What follows belongs to an exercise in optimizing a design on an open flow for small area, a short achievable clock period and few clock cycles; a production flow would make more cautious choices.
Only simulation tests tie the RTL to the original design; equivalence was not proved.
No activity file was given, so power comes from the tool's default toggle rates.

### flow/config.mk
export PLATFORM = sky130hd
export DESIGN_NAME = scrb_line
export DESIGN_NICKNAME = scrb_line
export VERILOG_FILES = /design/flow/design.v
export SDC_FILE = /design/flow/constraint.sdc
export NUM_CORES = 4
export LEC_CHECK = 0
export CAP_MARGIN = 20
export CORE_MARGIN = 2
export CORE_UTILIZATION = 40
export PLACE_DENSITY = 0.6
export SETUP_SLACK_MARGIN = 5
export SLEW_MARGIN = 20
### flow/constraint.sdc
create_clock -name core_clock -period 11.0 [get_ports {clk}]
set_input_delay 2.2000 -clock core_clock [delete_from_list [all_inputs] [get_ports {clk}]]
set_output_delay 2.2000 -clock core_clock [all_outputs]
set_load 0.01 [all_outputs]
### flow/design.v
module scrb_line (
    input  wire        clk,
    input  wire        rst,         
    input  wire        cmd_valid,
    output wire        cmd_ready,
    input  wire [15:0] cmd_x1,      
    input  wire [15:0] cmd_y1,      
    input  wire [15:0] cmd_x2,      
    input  wire [15:0] cmd_y2,      
    input  wire [7:0]  cmd_width,   
    input  wire [10:0] cmd_w,       
    input  wire [10:0] cmd_h,       
    output wire        px_valid,
    input  wire        px_ready,
    output wire [9:0]  px_x,
    output wire [9:0]  px_y,
    output wire        done
);
    function [15:0] sqit;
        input [8:0] rem;
        input [6:0] root;
        input [1:0] pr;
        reg   [10:0] x;
        reg   [8:0]  t;
        begin
            x = {rem, pr};
            t = {root, 2'b01};
            if (x >= {2'b0, t}) sqit = {x[8:0] - t, root[5:0], 1'b1};
            else                sqit = {x[8:0], root[5:0], 1'b0};
        end
    endfunction
    reg       setup;               
    reg [2:0] step;
    reg       run;
    reg        [7:0]  width;
    reg        [9:0]  bw1, bh1;    
    reg        [16:0] dx;
    reg        [17:0] dy;
    reg               sx, sy;      
    reg               noinner;
    reg               xmaj;        
    reg signed [8:0]  snr;         
    reg        [6:0]  rh;          
    reg signed [8:0]  ojx;         
    reg signed [8:0]  ojc;         
    reg        [8:0]  kin;         
    wire       [6:0]  r = width[7:1];
    reg               wact;        
    reg signed [17:0] wpx;         
    reg signed [19:0] wd;          
    reg signed [8:0]  woj;         
    reg signed [14:0] wt;          
    reg        [16:0] wn;          
    reg               cap;         
    reg signed [17:0] spx;
    reg signed [19:0] sd;
    reg signed [8:0]  soj;
    reg signed [14:0] st;
    reg        [16:0] sn;
    reg signed [16:0] rowy;
    reg               rowvis;
    reg               pa_pv, pa_eor, pa_z, pa_bv;
    reg signed [11:0] pa_px;
    reg        [2:0]  pa_ra, pa_rb;    
    reg        [1:0]  pa_qa, pa_qb;    
    reg        [9:0]  pa_va, pa_vb;    
    reg               pb_pv, pb_eor, pb_z, pb_bv;
    reg signed [11:0] pb_px;
    reg        [4:0]  pb_ra, pb_rb;
    reg        [3:0]  pb_qa, pb_qb;
    reg        [5:0]  pb_va, pb_vb;
    reg               pe_pv, pe_eor, pe_z, pe_bv;
    reg signed [11:0] pe_px;
    reg        [6:0]  pe_ra, pe_rb;
    reg        [5:0]  pe_qa, pe_qb;
    reg        [1:0]  pe_va, pe_vb;
    reg               pc_eor;
    reg signed [11:0] pc_l, pc_h, pc_hl, pc_hh;
    reg signed [11:0] ac_lo, ac_hi, ac_hl, ac_hh;    
    reg               rb_v;
    reg signed [11:0] rb_lo, rb_hi, rb_hl, rb_hh;
    reg               e_v, e2_v, e_first;
    reg        [9:0]  e_x, e_end, e_y, e2_s, e2_e;
    reg        [19:0] sa, sb;      
    reg               sc;
    reg        [19:0] na, nb;      
    reg               nc;
    wire              sgy  = dy[16];                        
    wire              pdy  = !dy[16] && (dy[16:0] != 17'd0);
    wire              wmaj = !wd[19];                       
    always @* begin
        na = 20'd0;
        nb = 20'd0;
        nc = 1'b0;
        case (step)
            3'd0: begin na = {{3{dy[16]}}, dy[16:0]}; nb = ~{{3{rowy[16]}}, rowy}; nc = 1'b1; end
            3'd1: begin na = {{3{dx[16]}}, dx} ^ {20{dx[16]}}; nc = dx[16]; end
            3'd2: begin na = {{3{dy[16]}}, dy[16:0]} ^ {20{sgy}}; nc = sgy; end
            3'd3: begin na = {{3{rowy[16]}}, rowy}; nb = pdy ? {{11{snr[8]}}, snr} : {13'd0, rh}; end
            3'd4: begin na = {3'd0, dx}; nb = ~{3'd0, dy[16:0]}; nc = 1'b1; end
            3'd5: begin na = {10'd0, bh1}; nb = ~{{3{rowy[16]}}, rowy}; nc = 1'b1; end
            3'd6: begin na = wd; nb = wmaj ? ~{3'd0, dy[16:0]} : {3'd0, dx}; nc = wmaj; end
            default: ;
        endcase
    end
    wire        [19:0] su   = sa + sb + {19'd0, sc};
    reg               y0hi;
    wire y0_lo = rowy[16];
    wire y0_hi = y0hi;
    wire signed [8:0]  srh  = $signed({2'b0, rh});
    wire rel    = (woj != ojx);
    wire capc   = (woj != ojc);
    wire cap_now = capc && !cap;
    wire last_pt = (wn == 17'd0);
    wire rowend = !rel || last_pt || (!rowvis && capc);
    wire eor_busy = pa_eor || pb_eor || pe_eor || pc_eor || rb_v;
    wire wstall = rowend && rowvis && eor_busy;
    wire wgo    = run && wact && !wstall;
    wire dec   = xmaj ? wd[19] : (!wd[19] && (wd != 20'sd0));
    wire stepx = xmaj || dec;
    wire stepy = !xmaj || dec;
    wire        [19:0] k0   = {2'd0, dx, 1'b0};
    wire        [19:0] k1   = {dy[17], dy, 1'b0};
    wire signed [19:0] nd0  = wd + $signed(k0 ^ {20{xmaj}}) + $signed({19'd0, xmaj});
    wire signed [19:0] nd1  = wd + $signed(k1);
    wire signed [19:0] nd   = dec ? nd1 : nd0;
    wire signed [8:0]  ojp  = woj + 9'sd1;
    wire signed [8:0]  ojm  = woj - 9'sd1;
    wire signed [14:0] tp   = wt + $signed({{5{~woj[8]}}, ~woj, 1'b1});    
    wire signed [14:0] tm   = wt + $signed({{5{ojm[8]}}, ojm, 1'b1});      
    wire signed [8:0]  ojadj = sy ? ojp : ojm;
    wire signed [14:0] tadj  = sy ? tp : tm;
    wire signed [16:0] nrowy = rowy + $signed({{16{!sy}}, 1'b1});
    wire nrow_past = rowvis && (sy ? (rowy == $signed({7'd0, bh1})) : (rowy == 17'sd0));
    wire nrow_vis  = rowvis ? !nrow_past : (sy ? (nrowy == 17'sd0) : (nrowy == $signed({7'd0, bh1})));
    wire px_low  = wpx[17] && !(&wpx[16:9]);
    wire px_high = !wpx[17] && ((|wpx[16:11]) || (&wpx[10:9]));
    wire signed [11:0] px_sat = px_low ? -12'sd512 : px_high ? 12'sd1535 : wpx[11:0];
    wire signed [14:0] wu   = wt - $signed({6'd0, kin});                              
    wire [15:0] sa0 = sqit(9'd0, 7'd0, wt[13:12]);
    wire [15:0] sa1 = sqit(sa0[15:7], sa0[6:0], wt[11:10]);
    wire [15:0] sb0 = sqit(9'd0, 7'd0, wu[13:12]);
    wire [15:0] sb1 = sqit(sb0[15:7], sb0[6:0], wu[11:10]);
    wire [15:0] sa2 = sqit({6'd0, pa_ra}, {5'd0, pa_qa}, pa_va[9:8]);
    wire [15:0] sa3 = sqit(sa2[15:7], sa2[6:0], pa_va[7:6]);
    wire [15:0] sb2 = sqit({6'd0, pa_rb}, {5'd0, pa_qb}, pa_vb[9:8]);
    wire [15:0] sb3 = sqit(sb2[15:7], sb2[6:0], pa_vb[7:6]);
    wire [15:0] sa4 = sqit({4'd0, pb_ra}, {3'd0, pb_qa}, pb_va[5:4]);
    wire [15:0] sa5 = sqit(sa4[15:7], sa4[6:0], pb_va[3:2]);
    wire [15:0] sb4 = sqit({4'd0, pb_rb}, {3'd0, pb_qb}, pb_vb[5:4]);
    wire [15:0] sb5 = sqit(sb4[15:7], sb4[6:0], pb_vb[3:2]);
    wire [15:0] sa6 = sqit({2'd0, pe_ra}, {1'd0, pe_qa}, pe_va);
    wire [15:0] sb6 = sqit({2'd0, pe_rb}, {1'd0, pe_qb}, pe_vb);
    wire        [6:0]  pe_a = sa6[6:0];
    wire        [6:0]  pe_b = sb6[6:0];
    wire        [6:0]  ar   = pe_z ? rh : pe_a;      
    wire signed [11:0] sbw1 = $signed({2'd0, bw1});
    wire signed [11:0] q_l  = pe_px - $signed({5'd0, pe_a});
    wire signed [11:0] q_h  = pe_px + $signed({5'd0, ar});
    wire signed [11:0] q_hl = pe_px + $signed({5'b11111, ~pe_b});     
    wire signed [11:0] q_hh = pe_px + $signed({5'd0, pe_b}) + 12'sd1;
    wire signed [11:0] n_lo = (ac_lo < pc_l)  ? ac_lo : pc_l;
    wire signed [11:0] n_hi = (ac_hi > pc_h)  ? ac_hi : pc_h;
    wire signed [11:0] n_hl = (ac_hl > pc_hl) ? ac_hl : pc_hl;
    wire signed [11:0] n_hh = (ac_hh < pc_hh) ? ac_hh : pc_hh;
    wire hole  = rb_hl + 12'sd2 <= rb_hh;
    wire o_hl  = rb_hl > sbw1;
    wire o_hi  = rb_hi > sbw1;
    wire i_lo  = rb_lo <= sbw1;
    wire i_hh  = rb_hh <= sbw1;
    wire [9:0] s1s = rb_lo[11] ? 10'd0 : rb_lo[9:0];
    wire [9:0] s1e = hole ? (o_hl ? bw1 : rb_hl[9:0]) : (o_hi ? bw1 : rb_hi[9:0]);
    wire [9:0] s2s = rb_hh[11] ? 10'd0 : rb_hh[9:0];
    wire [9:0] s2e = o_hi ? bw1 : rb_hi[9:0];
    wire v1    = i_lo && !(hole ? rb_hl[11] : rb_hi[11]);
    wire v2    = hole && i_hh && !rb_hi[11];
    wire fire     = e_v && px_ready;
    wire seg_over = !e_v || (fire && (e_x == e_end));
    wire take_rb  = seg_over && !e2_v && rb_v;
    wire all_empty = !wact && !pa_pv && !pa_eor && !pb_pv && !pb_eor && !pe_pv && !pe_eor && !pc_eor &&
                     !rb_v && !e_v && !e2_v;
    reg  emp_r;                     
    reg  cr, dn;                    
    wire fin = dn;
    wire last_step = setup && (step == 3'd7);
    wire setup_n = (cmd_valid && cr) || (setup && !last_step);
    wire run_n   = last_step || (run && !fin);
    wire emp_n   = all_empty && !last_step;
    assign cmd_ready = cr;
    assign done      = fin;
    assign px_valid  = e_v;
    assign px_x      = e_x;
    assign px_y      = e_y;
    always @(posedge clk) begin
        if (cmd_ready) begin
            wpx   <= {{2{cmd_x1[15]}}, cmd_x1};
            rowy  <= {cmd_y1[15], cmd_y1};
            dx    <= {cmd_x2[15], cmd_x2};
            dy    <= {{2{cmd_y2[15]}}, cmd_y2};
            width <= cmd_width;
            bw1   <= cmd_w[9:0] - 10'd1;
            bh1   <= cmd_h[9:0] - 10'd1;
            sa    <= {{4{cmd_x2[15]}}, cmd_x2};
            sb    <= ~{{4{cmd_x1[15]}}, cmd_x1};
            sc    <= 1'b1;
        end else begin
            sa    <= na;
            sb    <= nb;
            sc    <= nc;
        end
        if (setup) begin
            snr <= -$signed({2'b0, r});
            rh  <= (r == 7'd0) ? 7'd0 : r - 7'd1;
            kin <= {r, 2'b00} - 9'd3;
            case (step)
                3'd0: dx <= su[16:0];
                3'd1: dy <= su[17:0];
                3'd2: begin dx <= su[16:0]; sx <= !dx[16] && (dx != 17'd0); end
                3'd3: begin dy <= {1'b0, su[16:0]}; sy <= pdy; end
                3'd4: begin
                    rowy    <= su[16:0];
                    noinner <= ((dx == 17'd0) && (dy[16:0] == 17'd0)) || (r < 7'd3);
                end
                3'd5: wd <= su;
                3'd6: begin y0hi <= su[19]; xmaj <= wmaj; end
                default: begin
                    wd <= su;
                    dy <= wd[17:0];
                    dx <= xmaj ? dy[16:0] : dx;
                    wn <= xmaj ? dx : dy[16:0];
                end
            endcase
        end
        if (setup && step == 3'd7) begin
            rowvis  <= !y0_lo && !y0_hi;
            e_y     <= sy ? (y0_lo ? 10'd0 : rowy[9:0]) : (y0_hi ? bh1 : rowy[9:0]);
            e_first <= 1'b1;
            woj     <= sy ? snr : $signed({2'b0, rh});
            ojx     <= sy ? snr - 9'sd1 : $signed({2'b0, rh}) + 9'sd1;
            ojc     <= sy ? $signed({2'b0, rh}) : snr;
            wt      <= (sy || r == 7'd0) ? 15'sd0 : $signed({7'd0, r, 1'b0}) - 15'sd1;
            cap     <= 1'b0;
        end
        if (wgo) begin
            if (cap_now) begin
                spx <= wpx;
                sd  <= wd;
                soj <= ojadj;
                st  <= tadj;
                sn  <= wn;
            end
            if (rowend) begin
                cap    <= 1'b0;
                rowy   <= nrowy;
                rowvis <= nrow_vis;
                if (cap_now) begin
                    woj <= ojadj;
                    wt  <= tadj;
                end else begin
                    wpx <= spx;
                    wd  <= sd;
                    woj <= soj;
                    wt  <= st;
                    wn  <= sn;
                end
            end else begin
                if (cap_now) cap <= 1'b1;
                if (stepx) wpx <= wpx + $signed({{17{!sx}}, 1'b1});
                if (stepy) begin
                    woj <= sy ? ojm : ojp;
                    wt  <= sy ? tm : tp;
                end
                wd <= nd;
                wn <= wn - 17'd1;
            end
        end
        pa_px <= px_sat;
        pa_ra <= sa1[9:7];
        pa_qa <= sa1[1:0];
        pa_va <= wt[9:0];
        pa_rb <= sb1[9:7];
        pa_qb <= sb1[1:0];
        pa_vb <= wu[9:0];
        pa_bv <= !noinner && !wu[14];
        pa_z  <= (woj == 9'sd0);
        pb_px <= pa_px;
        pb_ra <= sa3[11:7];
        pb_qa <= sa3[3:0];
        pb_va <= pa_va[5:0];
        pb_rb <= sb3[11:7];
        pb_qb <= sb3[3:0];
        pb_vb <= pa_vb[5:0];
        pb_bv <= pa_bv;
        pb_z  <= pa_z;
        pe_px <= pb_px;
        pe_ra <= sa5[13:7];
        pe_qa <= sa5[5:0];
        pe_va <= pb_va[1:0];
        pe_rb <= sb5[13:7];
        pe_qb <= sb5[5:0];
        pe_vb <= pb_vb[1:0];
        pe_bv <= pb_bv;
        pe_z  <= pb_z;
        pc_l  <= (!pe_pv || rst) ?  12'sd2047 : q_l;
        pc_h  <= (!pe_pv || rst) ? -12'sd2048 : q_h;
        pc_hl <= (!pe_pv || rst) ? -12'sd2048 : pe_bv ? q_hl :  12'sd2047;
        pc_hh <= (!pe_pv || rst) ?  12'sd2047 : pe_bv ? q_hh : -12'sd2048;
        if (pc_eor) begin
            rb_lo   <= n_lo;
            rb_hi   <= n_hi;
            rb_hl   <= n_hl;
            rb_hh   <= n_hh;
        end
        ac_lo <= (pc_eor || rst) ?  12'sd2047 : n_lo;
        ac_hi <= (pc_eor || rst) ? -12'sd2048 : n_hi;
        ac_hl <= (pc_eor || rst) ? -12'sd2048 : n_hl;
        ac_hh <= (pc_eor || rst) ?  12'sd2047 : n_hh;
        if (seg_over) begin
            if (e2_v) begin
                e_x   <= e2_s;
                e_end <= e2_e;
            end else begin
                e_x   <= v1 ? s1s : s2s;
                e_end <= v1 ? s1e : s2e;
                e2_s  <= s2s;
                e2_e  <= s2e;
            end
        end else if (fire) begin
            e_x <= e_x + 10'd1;
        end
        emp_r <= emp_n;
        if (take_rb) begin
            e_first <= 1'b0;
            if (!e_first) e_y <= e_y + {{9{!sy}}, 1'b1};
        end
        if (rst) begin
            setup   <= 1'b0;
            step    <= 3'd0;
            cr      <= 1'b1;
            dn      <= 1'b0;
            run     <= 1'b0;
            wact    <= 1'b0;
            pa_pv   <= 1'b0;
            pa_eor  <= 1'b0;
            pb_pv   <= 1'b0;
            pb_eor  <= 1'b0;
            pe_pv   <= 1'b0;
            pe_eor  <= 1'b0;
            pc_eor  <= 1'b0;
            rb_v    <= 1'b0;
            e_v     <= 1'b0;
            e2_v    <= 1'b0;
        end else begin
            cr <= (!setup_n && !run_n) || (run_n && emp_n);
            dn <= run_n && emp_n;
            if (cmd_valid && cmd_ready) setup <= 1'b1;
            if (setup) step <= step + 3'd1;
            if (setup && step == 3'd7) begin
                setup <= 1'b0;
                run  <= 1'b1;
                wact <= (width != 8'd0) && !(sy ? y0_hi : y0_lo);
            end else if (fin) begin
                run  <= 1'b0;
            end
            if (wgo && rowend && (!(cap || cap_now) || nrow_past))
                wact <= 1'b0;
            pa_pv   <= wgo && rel && rowvis;
            pa_eor  <= wgo && rowend && rowvis;
            pb_pv   <= pa_pv;  pb_eor <= pa_eor;
            pe_pv   <= pb_pv;  pe_eor <= pb_eor;
            pc_eor  <= pe_eor;
            if (pc_eor) rb_v <= 1'b1;
            else if (take_rb) rb_v <= 1'b0;
            if (seg_over) begin
                if (e2_v) begin
                    e_v  <= 1'b1;
                    e2_v <= 1'b0;
                end else begin
                    e_v  <= rb_v && (v1 || v2);
                    e2_v <= rb_v && v1 && v2;
                end
            end
        end
    end
endmodule
### flow/run.sh
#!/bin/bash
# synth_recipe.tcl (not shown) runs the flow's synth.tcl, then flattens the netlist and writes it again
# the make line also repeats each setting of config.mk as NAME=value (left out here)
make -C /OpenROAD-flow-scripts/flow DESIGN_CONFIG=/design/flow/config.mk WORK_HOME=/design/flow/orfs CLKGATE_MAP_FILE= SYNTH_SCRIPT=/design/flow/synth_recipe.tcl finish
==> impl_metrics.yaml, run 1 <==
status:
  outcome: "finished clean"
clocking:
  cts_buffers: 79
  cts_sinks: 670
  cts.path.max_buffers: 3
  clk_latency_ps: 650
  clk_pin_slew_worst_paths_ps: 50
  cts_max_level: 3
  hold_buffers: 0
  post_cts_buffers: 0
  postCtsResizedCells: 0
  cts_tree: "yes"
  cts_root_buf: "clkbuf_16"
sta:
  clock-skew-final_ps: 22.5
  max_freq_mhz: 200
  setup_viol: 0
  worst_pin_slew_ps: 1140
  rsz0062_at_grt: "no"
  setup_ws_ps: 6000
  fin_crit_ps: 5000
  tns_ps: 0
  maxSlewHeadroom: 0.236
  fin_crit_sh: 0.455
  maxSlewViolCount: 0
  hold_violations: 0
layout:
  design_area_um2: 46100
  num-nets-final: 4863
  drive_gt1_frac: 0.0738
  syn2layout_area_growth_pct: 12.6
  post-route-util: 0.453
  layoutNonFillerInstCount: 5838
critical_path:
  cp.required_ps: 11580
  crit_fanout: 32
  start_kind: "primary input"
  path_delay_family: "simple AND/OR/NAND/NOR gates"
  reg2reg_from: "sy"
  cp_slowest_cell: "inv_1"
  worstPathArrival_ps: 5580
  end_kind: "register"
  crit_chain: "clkdlybuf4s50_1, nand4_1, o21ai_2, buf_4, nand2b_1, inv_1, nand2_1, or2_1, nor4_1, or3b_1"
  path_buf_inv: 3
  rrSetupSlack_ps: 6670
  reg2reg_depth: 13
  slowest_delay_ps: 720
  reg2reg_to: "e_y[9]"
  crit_type: "primary input to register"
global_route:
  antenna_found_initial: 0
  grt_pass1_wl_um: 186000
  gr-usage-all-layers: 0.230
  overflow: 0
  grt_pass1_vias: 31729
  grt_max_degree: 56
power:
  p_switching_w: 0.00310
  power_frac_comb: 0.329
  ir_worst_vdd_uv: 115
  pwr-share-clk: 0.308
  p_sw_frac: 0.351
  seqPwrFrac: 0.363
  p_int_w: 0.00573
  power.density_nw_per_um2: 191
  power_leakage_nw: 18.8
logic_synthesis:
  yosysSeqAreaShare: 0.391
  syn_area_per_cell_um2: 9.37
  syn_area_um2: 41000
  yosys.area.top_type: "dfxtp_1"
  synth_edf_count: 259
  synth_cell_types: 93
  ys_top_cells_by_area: "dfxtp_1 (20%), edfxtp_1 (19%), ha_1 (11%)"
  syn_nets: 4833
  ys.flop_type: "dfxtp_1"
  ys_seq_elements: 670
  synth_top_area_frac: 0.201
  syn_inst: 4374
  synthArstFlopShare: 0
  ys_warn_count: 1
die:
  die-area_um2: 105000
  start_util: 0.403
  die_h_um: 324
  rows: 117
  die_w_um: 324
  coreArea_um2: 102000
  pin_count: 121
detailed_routing:
  drt_wl_total_um: 123000
  wl_per_cell_um: 21.0
  firstDrtPassIters: 8
  vias: 33019
  drtAntennaViolNets: 0
  viasPerCell: 5.66
  detail_route.iter0.violations: 3005
  drc: 0
placement:
  pre_cts_ws_ps: 5320
  port_buffers: 118
  gp_congestion: 0.952
  dp_cells: 5691
  dp_hpwl_um: 90300
  placed_area_um2: 43400
worst_hold_path:
  hold_path_class: "register to register"
  hold_end: "pb_vb[2]"
  hp-start: "pa_vb[2]"
  min_path_cells: 0
run:
  cap_violations: 0
[how the worst max path moves through the flow]
| stage | start | to | slack (ps) | cells past startpoint |
|---|---|---|---|---|
| 2_1_floorplan | sy | rowvis | 6280 | 15 |
| 3_5_place_dp | px_ready | e_y[9] | 5320 | 10 |
| 5_1_grt | px_ready | e_y[9] | 5700 | 10 |
| 4_1_cts | px_ready | e_y[9] | 5980 | 10 |
| 3_3_place_gp | px_ready | e_y[9] | 5340 | 10 |
| 6_report | px_ready | e_y[9] | 6000 | 10 |
[layout make-up]
class | instances | area, um^2
fillers | 9692 | 55600
multi-input cells | 3251 | 23300
flip-flops and latches | 670 | 16000
clock buffers | 108 | 2230
well taps | 1368 | 1710
repair buffers | 163 | 1540
inverters | 239 | 898
clock inverters | 38 | 447
diodes | 1 | 2.50
[metal layers]
layer | vias up | global-route usage | routed length (um)
met2 | 1165 | 0.374 | 56300
met5 | - | 0 | 0
met1 | 15689 | 0.300 | 52400
met4 | 0 | 0.0933 | 5140
met3 | 238 | 0.0418 | 8770
li1 | 15927 | - | -
[sequential cells by signal, summed over array words and instances, names as in the netlist, 15 cells and up]
name	count
wt	15
dy	18
rowy	17
dx	17
sa	20
wn	17
sb	18
st	15
sd	20
wpx	18
wd	20
sn	17
spx	18
[power groups by stage]
stage          clock (W)  sequential [W]  combinational (W)
2_1_floorplan          0         0.00303            0.00227
3_3_place_gp           0         0.00324            0.00282
3_5_place_dp           0         0.00324            0.00286
4_1_cts          0.00276         0.00319            0.00288
5_1_grt          0.00285         0.00322            0.00323
6_report         0.00272         0.00320            0.00291
[worst register-to-register path, cell delays in order (launching register included)]
cell and delay (ps):
edfxtp_1 320, buf_4 560, buf_4 480, inv_2 210
buf_4 370, ha_1 410, a21o_1 170, a21oi_1 220
o21bai_1 90, a21oi_1 220, o21ai_0 220, o41ai_1 450
nor4_1 90, or3b_1 380
[placed cells by master, fill, tap and decap left out, drive strengths merged, types with 32 or more instances in the layout]
master	synthesis	layout
nand2	355	355
o21a	44	44
inv	235	237
and2	42	42
o21ai	282	282
o211ai	74	74
mux2	101	101
nand4	37	37
dfxtp	411	411
a21o	77	77
nor3	87	87
nand3	80	80
o221ai	48	48
edfxtp	259	259
mux2i	141	141
clkdlybuf4s50	0	118
xor2	120	120
a211oi	37	37
and3	37	37
nor4	42	42
buf	53	45
xnor2	213	213
ha	349	349
nand2b	69	69
nor2b	52	52
nor2	306	306
a22o	35	35
a21oi	279	279
clkbuf	161	108
o22ai	32	32
[through the flow]
stage / power [W] / hold WS (ps)
floorplan: 0.00531 / 310
global placement: 0.00606 / 311
detailed placement: 0.00610 / 312
CTS: 0.00883 / 323
global route: 0.00931 / 330
finish: 0.00883 / 314
[kinds of logic (layout without fill, tap and decap cells)]
kind of cell / count (synthesis) / in the layout / synth area share
multiplexers: 242 / 242 / 0.0622
buffers and inverters: 453 / 548 / 0.0428
AO/OA/AOI/OAI: 1133 / 1133 / 0.182
XOR/XNOR: 335 / 335 / 0.0723
adder cells (fa/ha/maj): 361 / 361 / 0.112
other: 0 / 1 / 0
flip-flops: 670 / 670 / 0.391
AND/OR/NAND/NOR: 1180 / 1180 / 0.137
[cells in the mapped netlist (all sizes together) (20+ instances only)]
cell type and count:
nand2b 69, mux2 101, o21a 44, a22oi 24, nor2 306, ha 349
inv 235, a21boi 24, buf 53, clkbuf 161, and3 37, edfxtp 259
a21oi 279, o22ai 32, mux2i 141, a22o 35, nor2b 52, nand3 80
nor3 87, a211oi 37, o221ai 48, a221o 20, or3 21, and2 42
o211ai 74, o21ai 282, xor2 120, o21bai 24, xnor2 213, dfxtp 411
nor4 42, a31oi 25, a21o 77, nand4 37, nand2 355
Testbench counts, summed over its fixed seeds: cycles 396,579.
==> run 2: changes to the inputs <==
--- a/flow/design.v
+++ b/flow/design.v
@@ -43,4 +43,2 @@
     reg        [6:0]  rh;          
-    reg signed [8:0]  ojx;         
-    reg signed [8:0]  ojc;         
     reg        [8:0]  kin;         
@@ -110,4 +108,4 @@
     wire signed [8:0]  srh  = $signed({2'b0, rh});
-    wire rel    = (woj != ojx);
-    wire capc   = (woj != ojc);
+    wire rel    = (woj >= snr) && (woj <= srh);
+    wire capc   = sy ? (woj < srh) : (woj > snr);
     wire cap_now = capc && !cap;
@@ -179,5 +177,2 @@
     wire take_rb  = seg_over && !e2_v && rb_v;
-    wire all_empty = !wact && !pa_pv && !pa_eor && !pb_pv && !pb_eor && !pe_pv && !pe_eor && !pc_eor &&
-                     !rb_v && !e_v && !e2_v;
-    reg  emp_r;                     
     reg  cr, dn;                    
@@ -187,3 +182,4 @@
     wire run_n   = last_step || (run && !fin);
-    wire emp_n   = all_empty && !last_step;
+    wire emp_n   = !wact && !pa_pv && !pa_eor && !pb_pv && !pb_eor && !pe_pv && !pe_eor &&
+                   !pc_eor && !rb_v && !e2_v && (!e_v || (fire && (e_x == e_end))) && !last_step;
     assign cmd_ready = cr;
@@ -238,4 +234,2 @@
             woj     <= sy ? snr : $signed({2'b0, rh});
-            ojx     <= sy ? snr - 9'sd1 : $signed({2'b0, rh}) + 9'sd1;
-            ojc     <= sy ? $signed({2'b0, rh}) : snr;
             wt      <= (sy || r == 7'd0) ? 15'sd0 : $signed({7'd0, r, 1'b0}) - 15'sd1;
@@ -330,3 +324,2 @@
         end
-        emp_r <= emp_n;
         if (take_rb) begin
==> run 2 against run 1 <==
  * Still clean
  * Core utilization down 0.068 points
  * Largest cell class unchanged
  * Clock skew up 16 ps
  * Synthesized area down 2.0%
==> impl_metrics.yaml, run 2 <==
status:
  outcome: "finished clean"
power:
  power_frac_comb: 0.376
  p_sw_frac: 0.377
  p_switching_w: 0.00351
  power_leakage_nw: 18.8
  power.density_nw_per_um2: 207
  ir_worst_vdd_uv: 157
  p_int_w: 0.00580
  power_w: 0.00932
  seqPwrFrac: 0.348
  pwr-share-clk: 0.276
placement:
  port_buffers: 118
  dp_hpwl_um: 90100
  gp_congestion: 0.926
global_route:
  grt_max_degree: 75
  grt_pass1_wl_um: 188000
  antenna_found_initial: 2
  grt_pass1_vias: 31134
  overflow: 0
  gr-usage-all-layers: 0.235
clocking:
  hold_buffers: 0
  post_cts_buffers: 0
  cts_max_level: 3
  clk_latency_ps: 670
  cts_root_buf: "clkbuf_16"
  cts.path.max_buffers: 3
  cts_tree: "yes"
  cts_sinks: 652
  cts_buffers: 75
  clk_pin_slew_worst_paths_ps: 60
  postCtsResizedCells: 0
detailed_routing:
  drt_wl_total_um: 123000
  vias: 32759
  viasPerCell: 5.74
  wl_per_cell_um: 21.5
  detail_route.iter0.violations: 2953
  drc: 0
  firstDrtPassIters: 9
  drtAntennaViolNets: 0
layout:
  top_regs: "sa (20), sd (20), wd (20)"
  syn2layout_area_growth_pct: 12.4
  num-nets-final: 4818
  final_common_cell: "dfxtp_1"
  final_cell_mix: "dfxtp_1 (409), ha_1 (363), nand2_1 (297)"
  drive_gt1_frac: 0.0681
critical_path:
  crit_type: "primary input to register"
  rrSetupSlack_ps: 6380
  reg2reg_from: "woj[0]"
  reg2reg_depth: 15
  crit_fanout: 24
  reg2reg_to: "wt[14]"
  start_kind: "primary input"
  end_kind: "register"
  worstPathArrival_ps: 5490
  cp.required_ps: 11590
sta:
  setup_viol: 0
  clock-skew-final_ps: 38.3
  whs_ps: 324
  fin_crit_sh: 0.445
  rsz0062_at_grt: "no"
  maxSlewHeadroom: 0.293
  max_freq_mhz: 204
  worst_pin_slew_ps: 1050
  maxSlewViolCount: 0
  hold_violations: 0
  tns_ps: 0
  fin_crit_ps: 4900
die:
  coreArea_um2: 99700
  die_h_um: 321
  die_w_um: 321
  rows: 116
  start_util: 0.402
  pin_count: 121
  die-area_um2: 103000
logic_synthesis:
  ys_top_cells_by_area: "dfxtp_1 (21%), edfxtp_1 (18%), ha_1 (11%)"
  syn_nets: 4788
  synth_edf_count: 241
  ys_seq_elements: 652
  ys.flop_type: "dfxtp_1"
  synth_top_area_frac: 0.205
  yosysSeqAreaShare: 0.385
  syn_area_um2: 40100
  syn_area_per_cell_um2: 9.30
  yosys.area.top_type: "dfxtp_1"
  ys_warn_count: 1
  synthArstFlopShare: 0
  synth_cell_types: 90
  synth_most_common_cell: "dfxtp_1"
  syn_inst: 4315
  synthTopCellsByCount: "dfxtp_1 (411), ha_1 (363), nand2_1 (297)"
worst_hold_path:
  hp-start: "pa_va[0]"
  hold_end: "pb_va[0]"
  hold_path_class: "register to register"
  min_path_cells: 0
run:
  cap_violations: 0
run 2: cell families (layout without fill, tap and decap cells):
logic type                 after synthesis  count (layout)  share of synthesized area
AOI/OAI and AO/OA                     1207            1207                      0.195
and+or+nand+nor                       1059            1059                      0.129
DFF                                    652             652                      0.385
buffers and inverters                  500             592                     0.0484
adders and majority gates              375             375                      0.119
xor gates and xnor gates               307             307                     0.0670
muxes                                  215             215                     0.0557
other                                    0               1                          0
run 2: how the worst max path moves through the flow:
stage / slack (ps) / to / cells after the start / from
floorplan: 6100 / sd[0] / 10 / woj[0]
global placement: 5450 / e_y[9] / 9 / px_ready
detailed placement: 5440 / e_y[9] / 9 / px_ready
CTS: 6120 / e_y[9] / 9 / px_ready
global route: 5880 / e_y[9] / 9 / px_ready
finish: 6100 / e_y[9] / 9 / px_ready
run 2: per-layer routing:
metal | vias to the layer above | track usage | wire [um]
li1 | 15794 | - | -
met1 | 15558 | 0.311 | 53700
met2 | 1168 | 0.381 | 56100
met3 | 239 | 0.0361 | 7790
met4 | 0 | 0.0999 | 5390
met5 | - | 0 | 0
run 2: critical path, stage by stage:
cell and delay, ps:
clkdlybuf4s50_1 470, nand4_1 80, o31a_1 570, nor2_2 540, buf_4 420, nand2_1 140
or2_2 440, or4_1 540, nand3_1 70
run 2: stage by stage:
step	setup WS, ps	cells	area [um^2]	util
floorplan	6100	4315	40100	-
global placement	5450	5566	42500	0.427
detailed placement	5440	5566	42500	0.427
CTS	6120	5705	45100	0.452
global route	5880	5705	45100	0.452
finish	6100	5706	45100	0.453
run 2: final cells by class:
type | count | area, um^2
antenna | 1 | 2.50
fill | 9521 | 54600
multi-input combinational | 3163 | 22800
timing repair buffer | 171 | 1580
clock inverter | 37 | 353
sequential | 652 | 15500
inverter | 282 | 1060
clock buffer | 102 | 2230
tap | 1298 | 1620
run 2: power by group through the flow:
stage | sequential, W | clock (W) | combinational [W]
6_report | 0.00325 | 0.00257 | 0.00350
3_3_place_gp | 0.00327 | 0 | 0.00342
5_1_grt | 0.00327 | 0.00271 | 0.00392
3_5_place_dp | 0.00328 | 0 | 0.00346
2_1_floorplan | 0.00304 | 0 | 0.00274
4_1_cts | 0.00323 | 0.00263 | 0.00348
Testbench counts of run 2, summed over its fixed seeds: cycles 395,644.
==> run 3: changes to the inputs <==
--- a/flow/design.v
+++ b/flow/design.v
@@ -174,5 +174,22 @@
     wire v2    = hole && i_hh && !rb_hi[11];
-    wire fire     = e_v && px_ready;
-    wire seg_over = !e_v || (fire && (e_x == e_end));
-    wire take_rb  = seg_over && !e2_v && rb_v;
+    wire e_last = (e_x == e_end);
+    wire ov_a   = !e_v || e_last;          
+    wire ov_b   = !e_v;
+    wire [9:0] ld_x   = e2_v ? e2_s : (v1 ? s1s : s2s);
+    wire [9:0] ld_end = e2_v ? e2_e : (v1 ? s1e : s2e);
+    wire       ld_v   = e2_v || (rb_v && (v1 || v2));
+    wire       ld_v2  = !e2_v && rb_v && v1 && v2;
+    wire       tk     = !e2_v && rb_v;     
+    wire [9:0] ey_inc = e_first ? e_y : e_y + {{9{!sy}}, 1'b1};
+    wire [9:0] ex_a   = ov_a ? ld_x : e_x + 10'd1;
+    wire [9:0] ex_b   = ov_b ? ld_x : e_x;
+    wire [9:0] een_a  = ov_a ? ld_end : e_end;
+    wire [9:0] een_b  = ov_b ? ld_end : e_end;
+    wire       ev_a   = ov_a ? ld_v : e_v;
+    wire       ev_b   = ov_b ? ld_v : e_v;
+    wire       ev2_a  = ov_a ? ld_v2 : e2_v;
+    wire       ev2_b  = ov_b ? ld_v2 : e2_v;
+    wire       tk_a   = ov_a && tk;
+    wire       tk_b   = ov_b && tk;
+    wire       take_rb = px_ready ? tk_a : tk_b;
     reg  cr, dn;                    
@@ -183,3 +200,3 @@
     wire emp_n   = !wact && !pa_pv && !pa_eor && !pb_pv && !pb_eor && !pe_pv && !pe_eor &&
-                   !pc_eor && !rb_v && !e2_v && (!e_v || (fire && (e_x == e_end))) && !last_step;
+                   !pc_eor && !rb_v && !e2_v && (!e_v || (px_ready && e_last)) && !last_step;
     assign cmd_ready = cr;
@@ -311,18 +328,9 @@
         ac_hh <= (pc_eor || rst) ?  12'sd2047 : n_hh;
-        if (seg_over) begin
-            if (e2_v) begin
-                e_x   <= e2_s;
-                e_end <= e2_e;
-            end else begin
-                e_x   <= v1 ? s1s : s2s;
-                e_end <= v1 ? s1e : s2e;
-                e2_s  <= s2s;
-                e2_e  <= s2e;
-            end
-        end else if (fire) begin
-            e_x <= e_x + 10'd1;
-        end
+        e_x   <= px_ready ? ex_a : ex_b;
+        e_end <= px_ready ? een_a : een_b;
         if (take_rb) begin
+            e2_s    <= s2s;
+            e2_e    <= s2e;
             e_first <= 1'b0;
-            if (!e_first) e_y <= e_y + {{9{!sy}}, 1'b1};
+            e_y     <= ey_inc;
         end
@@ -366,11 +374,4 @@
             else if (take_rb) rb_v <= 1'b0;
-            if (seg_over) begin
-                if (e2_v) begin
-                    e_v  <= 1'b1;
-                    e2_v <= 1'b0;
-                end else begin
-                    e_v  <= rb_v && (v1 || v2);
-                    e2_v <= rb_v && v1 && v2;
-                end
-            end
+            e_v  <= px_ready ? ev_a : ev_b;
+            e2_v <= px_ready ? ev2_a : ev2_b;
         end
==> run 3 against run 2 <==
  * Critical endpoint is now e2_s[6]
  * Clock power down 4%
  * Synthesized area grew 0.63%
  * Die area rose by 0.62%
==> impl_metrics.yaml, run 3 <==
logic_synthesis:
  yosys.area.top_type: "dfxtp_1"
  syn_area_per_cell_um2: 9.29
  ys.flop_type: "dfxtp_1"
  ys_top_cells_by_area: "dfxtp_1 (20%), edfxtp_1 (19%), ha_1 (11%)"
  synth_most_common_cell: "dfxtp_1"
  syn_nets: 4817
  synth_edf_count: 251
  synth_top_area_frac: 0.199
  yosysSeqAreaShare: 0.385
  synthArstFlopShare: 0
  synthTopCellsByCount: "dfxtp_1 (401), ha_1 (362), nand2_1 (336)"
  syn_inst: 4345
  ys_seq_elements: 652
  synth_cell_types: 101
  ys_warn_count: 1
  syn_area_um2: 40400
layout:
  final_cell_mix: "dfxtp_1 (398), ha_1 (362), nand2_1 (336)"
  syn2layout_area_growth_pct: 12.1
  insertedDiodeCount: 0
  design_area_um2: 45300
  num-nets-final: 4856
  drive_gt1_frac: 0.0655
  fillers: 9557
  top_regs: "sa (20), sd (20), wd (20)"
  final_common_cell: "dfxtp_1"
worst_hold_path:
  min_path_cells: 0
  hp-start: "pa_vb[4]"
  hold_end: "pb_vb[4]"
  hold_path_class: "register to register"
placement:
  placed_area_um2: 42800
  gp_congestion: 0.919
  dp_hpwl_um: 89300
  port_buffers: 118
sta:
  worst_pin_slew_ps: 1060
  fin_crit_ps: 4580
  fin_crit_sh: 0.416
  rsz0062_at_grt: "no"
  maxSlewViolCount: 0
  maxSlewHeadroom: 0.287
  setup_viol: 0
  clock-skew-final_ps: 17.6
  max_freq_mhz: 218
  hold_violations: 0
  tns_ps: 0
power:
  p_sw_frac: 0.363
  ir_worst_vdd_uv: 116
  power.density_nw_per_um2: 195
  power_leakage_nw: 18.8
  p_int_w: 0.00563
  power_frac_comb: 0.358
  pwr-share-clk: 0.280
  p_switching_w: 0.00320
  seqPwrFrac: 0.362
detailed_routing:
  detail_route.iter0.violations: 2963
  drtAntennaViolNets: 0
  vias: 32883
  drc: 0
  drt_wl_total_um: 121000
  firstDrtPassIters: 8
  viasPerCell: 5.73
  wl_per_cell_um: 21.2
die:
  rows: 116
  coreArea_um2: 100000
  die_h_um: 322
  start_util: 0.403
  die-area_um2: 104000
  pin_count: 121
  die_w_um: 322
critical_path:
  end_kind: "register"
  cp.required_ps: 11300
  reg2reg_from: "woj[0]"
  reg2reg_to: "wt[14]"
  start_kind: "primary input"
  cp_common_cell: "nand2b_1"
  rrSetupSlack_ps: 6510
  cp_slowest_cell: "clkdlybuf4s50_1"
  reg2reg_depth: 13
  path_delay_family: "buffers and inverters"
  slowest_delay_ps: 520
  path_buf_inv: 3
  crit_chain: "clkdlybuf4s50_1, nand2b_1, nand2b_1, nor2_1, nand2_1, inv_1, buf_4"
  crit_type: "primary input to register"
  crit_fanout: 21
  worstPathArrival_ps: 4880
clocking:
  hold_buffers: 0
  cts_root_buf: "clkbuf_16"
  cts_tree: "yes"
  cts.path.max_buffers: 3
  post_cts_buffers: 0
  cts_sinks: 652
  clk_pin_slew_worst_paths_ps: 60
  cts_buffers: 73
  cts_max_level: 3
  postCtsResizedCells: 0
  clk_latency_ps: 640
global_route:
  grt_pass1_wl_um: 186000
  overflow: 0
  grt_max_degree: 65
  grt_pass1_vias: 31344
  antenna_found_initial: 0
  gr-usage-all-layers: 0.231
run:
  cap_violations: 0
status:
  outcome: "finished clean"
run 3: cell types whose count changed after synthesis, moves of 11 or more:
cell,previous run,this run
a22o_1,3,33
a22oi_1,62,25
nand2_1,297,336
nor2_1,264,289
nor3b_1,16,2
o21ai_0,269,290
o221ai_1,49,38
o22ai_1,59,25
xnor2_1,211,195
run 3: logic make-up after synthesis:
| family | count (synthesis) | share of synthesized area |
|---|---|---|
| AOI/OAI and AO/OA | 1178 | 0.189 |
| xor gates and xnor gates | 303 | 0.0670 |
| muxes | 225 | 0.0581 |
| adders and majority gates | 374 | 0.118 |
| buffers and inverters | 487 | 0.0464 |
| DFF | 652 | 0.385 |
| and+or+nand+nor | 1126 | 0.136 |
run 3: how the worst max path moves through the flow:
stage / from / to / slack [ps] / cells past startpoint
after floorplan: woj[6] / sd[0] / 6120 / 9
after detailed placement: px_ready / e_y[7] / 5810 / 6
after global placement: px_ready / e2_e[2] / 5840 / 7
final: px_ready / e2_s[6] / 6420 / 7
after CTS: px_ready / e_y[7] / 6480 / 6
after global routing: px_ready / e2_v / 6220 / 9
run 3: layout make-up:
cell class,count,area (um^2),share of cell area
repair buffers,164,1530,0.0337
well taps,1298,1620,0.0359
clock buffers,112,2180,0.0482
clock inverters,21,251,0.00556
inverters,287,1080,0.0238
flip-flops and latches,652,15600,0.344
multi-input cells,3206,23000,0.509
run 3: stage by stage:
| step | utilization | instances | setup slack [ps] | hold slack (ps) | total power (W) |
|---|---|---|---|---|---|
| CTS | 0.452 | 5740 | 6480 | 324 | 0.00884 |
| detailed placement | 0.428 | 5607 | 5810 | 312 | 0.00634 |
| global placement | 0.427 | 5607 | 5840 | 310 | 0.00631 |
| floorplan | - | 4345 | 6120 | 310 | 0.00548 |
| finish | 0.452 | 5740 | 6420 | 320 | 0.00883 |
| global route | 0.452 | 5740 | 6220 | 330 | 0.00935 |
run 3: worst reg2reg max path, stage by stage (launching register included):
cell	delay, ps
dfxtp_1	350
inv_1	320
ha_1	360
nand3_1	210
xnor2_1	670
ha_1	430
and2_1	170
and4_1	210
or3_1	430
and3_1	230
a311oi_2	310
o21ai_1	90
mux2_2	300
a211o_1	280
run 3: layer usage:
metal  vias to the layer above  GRT usage  routed length (um)
li1                      15830          -                   -
met1                     15652      0.310               53800
met2                      1157      0.378               55500
met3                       244     0.0297                7270
met4                         0     0.0895                4890
met5                         -          0                   0
run 3: power by group through the flow:
stage	clock network, W	logic [W]	registers [W]
2_1_floorplan	0	0.00247	0.00301
4_1_cts	0.00252	0.00314	0.00318
5_1_grt	0.00261	0.00352	0.00322
6_report	0.00247	0.00316	0.00320
3_5_place_dp	0	0.00311	0.00323
3_3_place_gp	0	0.00308	0.00323
Testbench counts of run 3, summed over its fixed seeds: cycles 395,644.
==> run 4: changes to the inputs <==
--- a/flow/design.v
+++ b/flow/design.v
@@ -43,2 +43,4 @@
     reg        [6:0]  rh;          
+    reg signed [8:0]  ojx;         
+    reg signed [8:0]  ojc;         
     reg        [8:0]  kin;         
@@ -108,6 +110,8 @@
     wire signed [8:0]  srh  = $signed({2'b0, rh});
-    wire rel    = (woj >= snr) && (woj <= srh);
-    wire capc   = sy ? (woj < srh) : (woj > snr);
+    reg  rel_r, capc_r, last_r;
+    reg  s_rel, s_capc, s_last;    
+    wire rel     = rel_r;
+    wire capc    = capc_r;
+    wire last_pt = last_r;
     wire cap_now = capc && !cap;
-    wire last_pt = (wn == 17'd0);
     wire rowend = !rel || last_pt || (!rowvis && capc);
@@ -129,2 +133,3 @@
     wire signed [8:0]  ojadj = sy ? ojp : ojm;
+    wire signed [8:0]  ojstp = sy ? ojm : ojp;
     wire signed [14:0] tadj  = sy ? tp : tm;
@@ -251,2 +256,7 @@
             woj     <= sy ? snr : $signed({2'b0, rh});
+            ojx     <= sy ? snr - 9'sd1 : $signed({2'b0, rh}) + 9'sd1;
+            ojc     <= sy ? $signed({2'b0, rh}) : snr;
+            rel_r   <= 1'b1;
+            capc_r  <= (r != 7'd0);
+            last_r  <= ((xmaj ? dx : dy[16:0]) == 17'd0);
             wt      <= (sy || r == 7'd0) ? 15'sd0 : $signed({7'd0, r, 1'b0}) - 15'sd1;
@@ -256,7 +266,10 @@
             if (cap_now) begin
-                spx <= wpx;
-                sd  <= wd;
-                soj <= ojadj;
-                st  <= tadj;
-                sn  <= wn;
+                spx    <= wpx;
+                sd     <= wd;
+                soj    <= ojadj;
+                st     <= tadj;
+                sn     <= wn;
+                s_rel  <= (ojadj != ojx);
+                s_capc <= (ojadj != ojc);
+                s_last <= last_r;
             end
@@ -267,10 +280,15 @@
                 if (cap_now) begin
-                    woj <= ojadj;
-                    wt  <= tadj;
+                    woj    <= ojadj;
+                    wt     <= tadj;
+                    rel_r  <= (ojadj != ojx);
+                    capc_r <= (ojadj != ojc);
                 end else begin
-                    wpx <= spx;
-                    wd  <= sd;
-                    woj <= soj;
-                    wt  <= st;
-                    wn  <= sn;
+                    wpx    <= spx;
+                    wd     <= sd;
+                    woj    <= soj;
+                    wt     <= st;
+                    wn     <= sn;
+                    rel_r  <= s_rel;
+                    capc_r <= s_capc;
+                    last_r <= s_last;
                 end
@@ -280,7 +298,10 @@
                 if (stepy) begin
-                    woj <= sy ? ojm : ojp;
-                    wt  <= sy ? tm : tp;
+                    woj    <= ojstp;
+                    wt     <= sy ? tm : tp;
+                    rel_r  <= (ojstp != ojx);
+                    capc_r <= (ojstp != ojc);
                 end
-                wd <= nd;
-                wn <= wn - 17'd1;
+                wd     <= nd;
+                wn     <= wn - 17'd1;
+                last_r <= (wn == 17'd1);
             end
==> run 4 against run 3 <==
  * Wire length down 0.77%
  * Non-clock buffer count up 2
  * Design area up 1.7%
  * Die area up 1.1%
  * Sequential share of layout area up 0.93 points
  * Sequential power up 6%
  * Clock power up 8%
  * Via count down 0.45%
  * Hold slack better by 4.1 ps
  * Clock-buffer cell count down 4
  * Core utilization up 0.17 points
  * Critical endpoint is now cmd_ready
==> impl_metrics.yaml, run 4 <==
status:
  outcome: "finished clean"
critical_path:
  cp_num_cells: 1
  rrSetupSlack_ps: 6850
  cp-endpoint: "cmd_ready"
  end_kind: "output port"
  cp.required_ps: 8800
  slowest_delay_ps: 910
  path_delay_family: "flip-flops"
  critPathLaunch: "cr"
  cp_slowest_cell: "dfxtp_4"
  crit_type: "register to output port"
  worstPathArrival_ps: 2300
  reg2reg_from: "pe_qb[0]"
  reg2reg_to: "pc_hh[10]"
  crit_chain: "clkdlybuf4s50_1"
  path_buf_inv: 1
  start_kind: "register"
  reg2reg_depth: 22
  crit_fanout: 61
layout:
  num-nets-final: 4806
  insertedDiodeCount: 0
  drive_gt1_frac: 0.0685
  layoutNonFillerInstCount: 5777
  top_regs: "sa (20), sd (20), wd (20)"
  final_cell_mix: "dfxtp_1 (402), ha_1 (349), a21oi_1 (294)"
  final_common_cell: "dfxtp_1"
  syn2layout_area_growth_pct: 12.7
global_route:
  overflow: 0
  grt_pass1_vias: 31427
  antenna_found_initial: 0
  grt_max_degree: 63
  gr-usage-all-layers: 0.226
  grt_pass1_wl_um: 183000
clocking:
  cts_buffers: 77
  clk_latency_ps: 650
  clk_pin_slew_worst_paths_ps: 60
  postCtsResizedCells: 0
  hold_buffers: 0
  cts_root_buf: "clkbuf_16"
  cts.path.max_buffers: 3
  cts_sinks: 676
  post_cts_buffers: 0
  cts_tree: "yes"
  cts_max_level: 3
die:
  pin_count: 121
  coreArea_um2: 101000
  die_w_um: 324
  rows: 117
  start_util: 0.402
  die_h_um: 324
  die-area_um2: 105000
worst_hold_path:
  hold_path_class: "register to register"
  hp-start: "pb_va[0]"
power:
  power.density_nw_per_um2: 203
  p_switching_w: 0.00343
  ir_worst_vdd_uv: 154
  power_frac_comb: 0.353
  p_sw_frac: 0.367
  seqPwrFrac: 0.362
  p_int_w: 0.00593
  power_leakage_nw: 19.0
  pwr-share-clk: 0.284
logic_synthesis:
  syn_nets: 4756
  synth_top_area_frac: 0.200
  synth_edf_count: 272
  ys_warn_count: 1
  syn_area_per_cell_um2: 9.50
  synthArstFlopShare: 0
  synth_most_common_cell: "dfxtp_1"
  synth_cell_types: 101
  syn_area_um2: 40800
  syn_inst: 4297
  ys.flop_type: "dfxtp_1"
  ys_seq_elements: 676
  yosysSeqAreaShare: 0.398
  synthTopCellsByCount: "dfxtp_1 (404), ha_1 (349), a21oi_1 (296)"
  yosys.area.top_type: "edfxtp_1"
  ys_top_cells_by_area: "edfxtp_1 (20%), dfxtp_1 (20%), ha_1 (11%)"
detailed_routing:
  detail_route.iter0.violations: 3207
  vias: 32734
  viasPerCell: 5.67
  firstDrtPassIters: 7
  drt_wl_total_um: 121000
  drtAntennaViolNets: 0
  drc: 0
  wl_per_cell_um: 20.9
sta:
  clock-skew-final_ps: 37.4
  tns_ps: 0
  worst_pin_slew_ps: 1090
  max_freq_mhz: 222
  rsz0062_at_grt: "no"
  fin_crit_sh: 0.409
  setup_viol: 0
  maxSlewHeadroom: 0.273
  fin_crit_ps: 4500
  setup_ws_ps: 6500
  hold_violations: 0
  maxSlewViolCount: 0
placement:
  gp_congestion: 0.926
  dp_cells: 5634
  dp_hpwl_um: 88600
  port_buffers: 118
  pre_cts_ws_ps: 6190
run:
  cap_violations: 0
run 4: per-layer routing:
metal / part of all wire / wire [um] / GRT usage / vias up
li1: - / - / - / 15751
met1: 0.44 / 52800 / 0.303 / 15564
met2: 0.45 / 54000 / 0.361 / 1148
met3: 0.071 / 8530 / 0.0370 / 271
met4: 0.043 / 5150 / 0.0918 / 0
met5: 0 / 0 / 0 / -
run 4: layout make-up:
| cell class | instances | area (um^2) |
|---|---|---|
| fill | 9760 | 55400 |
| multi-input combinational | 3137 | 22800 |
| sequential | 676 | 16300 |
| clock buffer | 108 | 2300 |
| tap | 1368 | 1710 |
| timing repair buffer | 166 | 1550 |
| inverter | 289 | 1080 |
| clock inverter | 33 | 328 |
run 4: logic make-up after synthesis:
group                      Yosys count  share of synthesized area
adders and majority gates          361                      0.113
DFF                                676                      0.398
muxes                              226                     0.0577
and+or+nand+nor                   1008                      0.121
AOI/OAI and AO/OA                 1198                      0.190
xor gates and xnor gates           344                     0.0751
buffers and inverters              484                     0.0456
run 4: power by group through the flow:
stage | logic, W | registers, W | clock network [W]
after global routing | 0.00369 | 0.00341 | 0.00281
after CTS | 0.00328 | 0.00336 | 0.00271
final | 0.00331 | 0.00339 | 0.00266
after floorplan | 0.00260 | 0.00317 | 0
after global placement | 0.00322 | 0.00341 | 0
after detailed placement | 0.00325 | 0.00342 | 0
run 4: worst min path at each step:
stage,endpoint,cells after the start,slack [ps]
after floorplan,pb_bv,0,310
after global placement,pb_va[3],0,310
after detailed placement,pb_px[3],0,310
after CTS,pe_va[0],0,320
after global routing,pe_px[10],0,330
final,pe_va[0],0,320
run 4: metrics by stage:
stage / cell area, um^2 / total power [W] / utilization / hold slack (ps)
final: 46000 / 0.00936 / 0.454 / 325
after global routing: 46000 / 0.00990 / 0.454 / 329
after CTS: 46000 / 0.00935 / 0.453 / 324
after detailed placement: 43400 / 0.00667 / 0.427 / 312
after global placement: 43400 / 0.00663 / 0.427 / 310
after floorplan: 40800 / 0.00576 / - / 310
Testbench counts of run 4, summed over its fixed seeds: cycles 395,644.
==> run 5: changes to the inputs <==
--- a/flow/design.v
+++ b/flow/design.v
@@ -212,3 +212,3 @@
     always @(posedge clk) begin
-        if (cmd_ready) begin
+        if ((!setup && !run) || dn) begin      
             wpx   <= {{2{cmd_x1[15]}}, cmd_x1};
==> run 5 against run 4 <==
  * Final cell count up 1.8%
  * Still clean on timing, DRC and antenna
  * Critical path depth up 6
  * Sequential cell count unchanged
  * Total power up 5.7%
  * Critical path type is now primary input to register
==> impl_metrics.yaml, run 5 <==
critical_path:
  reg2reg_from: "pe_qb[0]"
  crit_type: "primary input to register"
  cp-endpoint: "e_y[5]"
  end_kind: "register"
  worstPathArrival_ps: 4810
  reg2reg_depth: 22
  crit_fanout: 11
  critPathLaunch: "px_ready"
  reg2reg_to: "pc_hh[10]"
  start_kind: "primary input"
  rrSetupSlack_ps: 6770
  cp.required_ps: 11260
sta:
  maxSlewViolCount: 0
  worst_pin_slew_ps: 1200
  tns_ps: 0
  fin_crit_ps: 4550
  clock-skew-final_ps: 23.3
  fin_crit_sh: 0.414
  hold_violations: 0
  maxSlewHeadroom: 0.196
  whs_ps: 318
  max_freq_mhz: 220
  setup_viol: 0
  setup_ws_ps: 6450
  rsz0062_at_grt: "no"
layout:
  regArea_um2: 16300
  multi_input_area_um2: 22900
  drive_gt1_frac: 0.0683
  fillers: 9808
  insertedDiodeCount: 0
  post-route-util: 0.456
  top_regs: "sa (20), sd (20), wd (20)"
  final_common_cell: "dfxtp_1"
  syn2layout_area_growth_pct: 13.2
  num-nets-final: 4904
  final_cell_mix: "dfxtp_1 (402), ha_1 (349), nand2_1 (340)"
  design_area_um2: 46300
power:
  power_leakage_nw: 18.7
  p_switching_w: 0.00365
  seqPwrFrac: 0.346
  ir_worst_vdd_uv: 123
  pwr-share-clk: 0.284
  power_frac_comb: 0.370
  p_int_w: 0.00625
  p_sw_frac: 0.369
  power.density_nw_per_um2: 214
logic_synthesis:
  synth_top_area_frac: 0.199
  yosysSeqAreaShare: 0.397
  synth_cell_types: 93
  syn_nets: 4853
  ys_seq_elements: 676
  synth_edf_count: 272
  yosys.area.top_type: "edfxtp_1"
  syn_inst: 4394
  ys_top_cells_by_area: "edfxtp_1 (20%), dfxtp_1 (20%), ha_1 (11%)"
  ys_warn_count: 1
  synthTopCellsByCount: "dfxtp_1 (404), ha_1 (349), nand2_1 (340)"
  synthArstFlopShare: 0
  synth_most_common_cell: "dfxtp_1"
  ys.flop_type: "dfxtp_1"
  syn_area_per_cell_um2: 9.32
  syn_area_um2: 40900
detailed_routing:
  wl_met2_um: 57200
  drt_wl_total_um: 127000
  wl_per_cell_um: 21.6
  detail_route.iter0.violations: 3419
  wl_met1_um: 54200
  met3_length_um: 10000
  highest_layer: "met4"
  viasPerCell: 5.72
  firstDrtPassIters: 6
  vias: 33608
  drtAntennaViolNets: 0
  drc: 0
clocking:
  cts_tree: "yes"
  clk_pin_slew_worst_paths_ps: 60
  cts_sinks: 676
  cts_max_level: 3
  cts_root_buf: "clkbuf_16"
  clk_latency_ps: 650
  postCtsResizedCells: 0
  cts.path.max_buffers: 3
  post_cts_buffers: 0
  cts_buffers: 80
  hold_buffers: 0
global_route:
  grt_pass1_wl_um: 192000
  antenna_found_initial: 3
  gr-usage-all-layers: 0.238
  overflow: 0
  grt_max_degree: 58
  grt_pass1_vias: 32091
worst_hold_path:
  hold_path_class: "register to register"
placement:
  port_buffers: 118
  gp_congestion: 0.957
  pre_cts_ws_ps: 5810
  dp_hpwl_um: 94500
  placed_area_um2: 43500
die:
  rows: 117
  die_h_um: 324
  die_w_um: 324
  die-area_um2: 105000
  coreArea_um2: 102000
  pin_count: 121
  start_util: 0.403
status:
  outcome: "finished clean"
run:
  cap_violations: 0
-- run 5: cell count changes after synthesis, sizes merged, moves of 10 or more --
cell / previous run / this run
mux2: 74 / 59
a21oi: 299 / 310
clkbuf: 150 / 170
mux2i: 152 / 125
nor2b: 58 / 70
nor2: 269 / 286
o211ai: 50 / 60
a21o: 78 / 67
xnor2: 202 / 217
nand2b: 65 / 52
nand2: 269 / 340
a211oi: 55 / 39
-- run 5: power groups by stage --
| stage | Combinational [W] | Clock [W] | Sequential [W] |
|---|---|---|---|
| after global placement | 0.00355 | 0 | 0.00345 |
| final | 0.00366 | 0.00281 | 0.00342 |
| after CTS | 0.00362 | 0.00286 | 0.00340 |
| after floorplan | 0.00284 | 0 | 0.00322 |
| after global routing | 0.00408 | 0.00296 | 0.00345 |
| after detailed placement | 0.00360 | 0 | 0.00345 |
-- run 5: per-layer routing --
metal  up-vias  global-route usage
li1      16068                   -
met1     15954               0.318
met2      1337               0.383
met3       249              0.0380
met4         0              0.0977
met5         -                   0
-- run 5: cells by family (layout without fill, tap and decap cells) --
logic type      count (synthesis)  after routing  synth area share
fa+ha+maj                     361            361             0.113
xor+xnor                      348            348            0.0746
simple gates                 1127           1127             0.133
mux                           184            184            0.0468
flops                         676            676             0.397
compound gates               1207           1207             0.190
buf+inv                       491            609            0.0459
-- run 5: worst min-delay path by stage --
stage,from,endpoint,slack [ps],cells past startpoint
after floorplan,pa_bv,pb_bv,310,0
after global placement,pa_bv,pb_bv,310,0
after detailed placement,pa_px[10],pb_px[10],310,0
after CTS,pa_vb[1],pb_vb[1],320,0
after global routing,pb_bv,pe_bv,320,0
final,pa_vb[1],pb_vb[1],320,0
-- run 5: critical path, stage by stage --
cell             delay (ps)
clkdlybuf4s50_1         520
nand2b_1                460
nand2b_1                220
nor2_1                  140
buf_4                   180
and2_2                  200
mux2i_1                 870
-- run 5: through the flow --
step	cells	total power, W
finish	5880	0.00990
global route	5880	0.0105
CTS	5880	0.00989
detailed placement	5731	0.00705
global placement	5731	0.00700
floorplan	4394	0.00606
-- run 5: final cells by class --
cell class                 count  area share
tap                         1368      0.0369
clock buffer                 116      0.0531
sequential                   676       0.351
inverter                     284      0.0231
timing repair buffer         176      0.0349
multi-input combinational   3227       0.494
clock inverter                33     0.00745
Testbench counts of run 5, summed over its fixed seeds: cycles 395,644.

-- re-timing with driven ports --
In the flow no input, the clock included, has a driving cell. The finished layouts below were timed again as built, in two steps. Step 1, drivers: a clkbuf_16 drives clk and a buf_2 each remaining input, both assumed. Step 2 also shifts input and output timing later by t, the mid clock arrival at the registers, as if the neighbouring blocks saw the same clock. Slacks: no drivers / after step 1 / after step 2; pairs: no drivers / after step 1.
run | t (ns) | setup slack, ns | latest minus earliest clock arrival (ns) | worst slew at a driven data input, ns
run 1 | 0.709 | 5.998 / 6.037 / 5.328 | 0.025 / 0.024 | 0.06
run 2 | 0.722 | 6.100 / 6.142 / 5.420 | 0.041 / 0.040 | 0.07
run 3 | 0.702 | 6.420 / 6.461 / 5.759 | 0.018 / 0.018 | 0.08
run 4 | 0.708 | 6.504 / 6.426 / 6.127 | 0.039 / 0.040 | 0.05
run 5 | 0.722 | 6.451 / 6.505 / 5.783 | 0.024 / 0.024 | 0.05
After both steps every run listed still meets setup and hold. The setup slack of run 2, which loses most, moves by +0.042 ns with the drivers and by -0.680 ns with both steps.
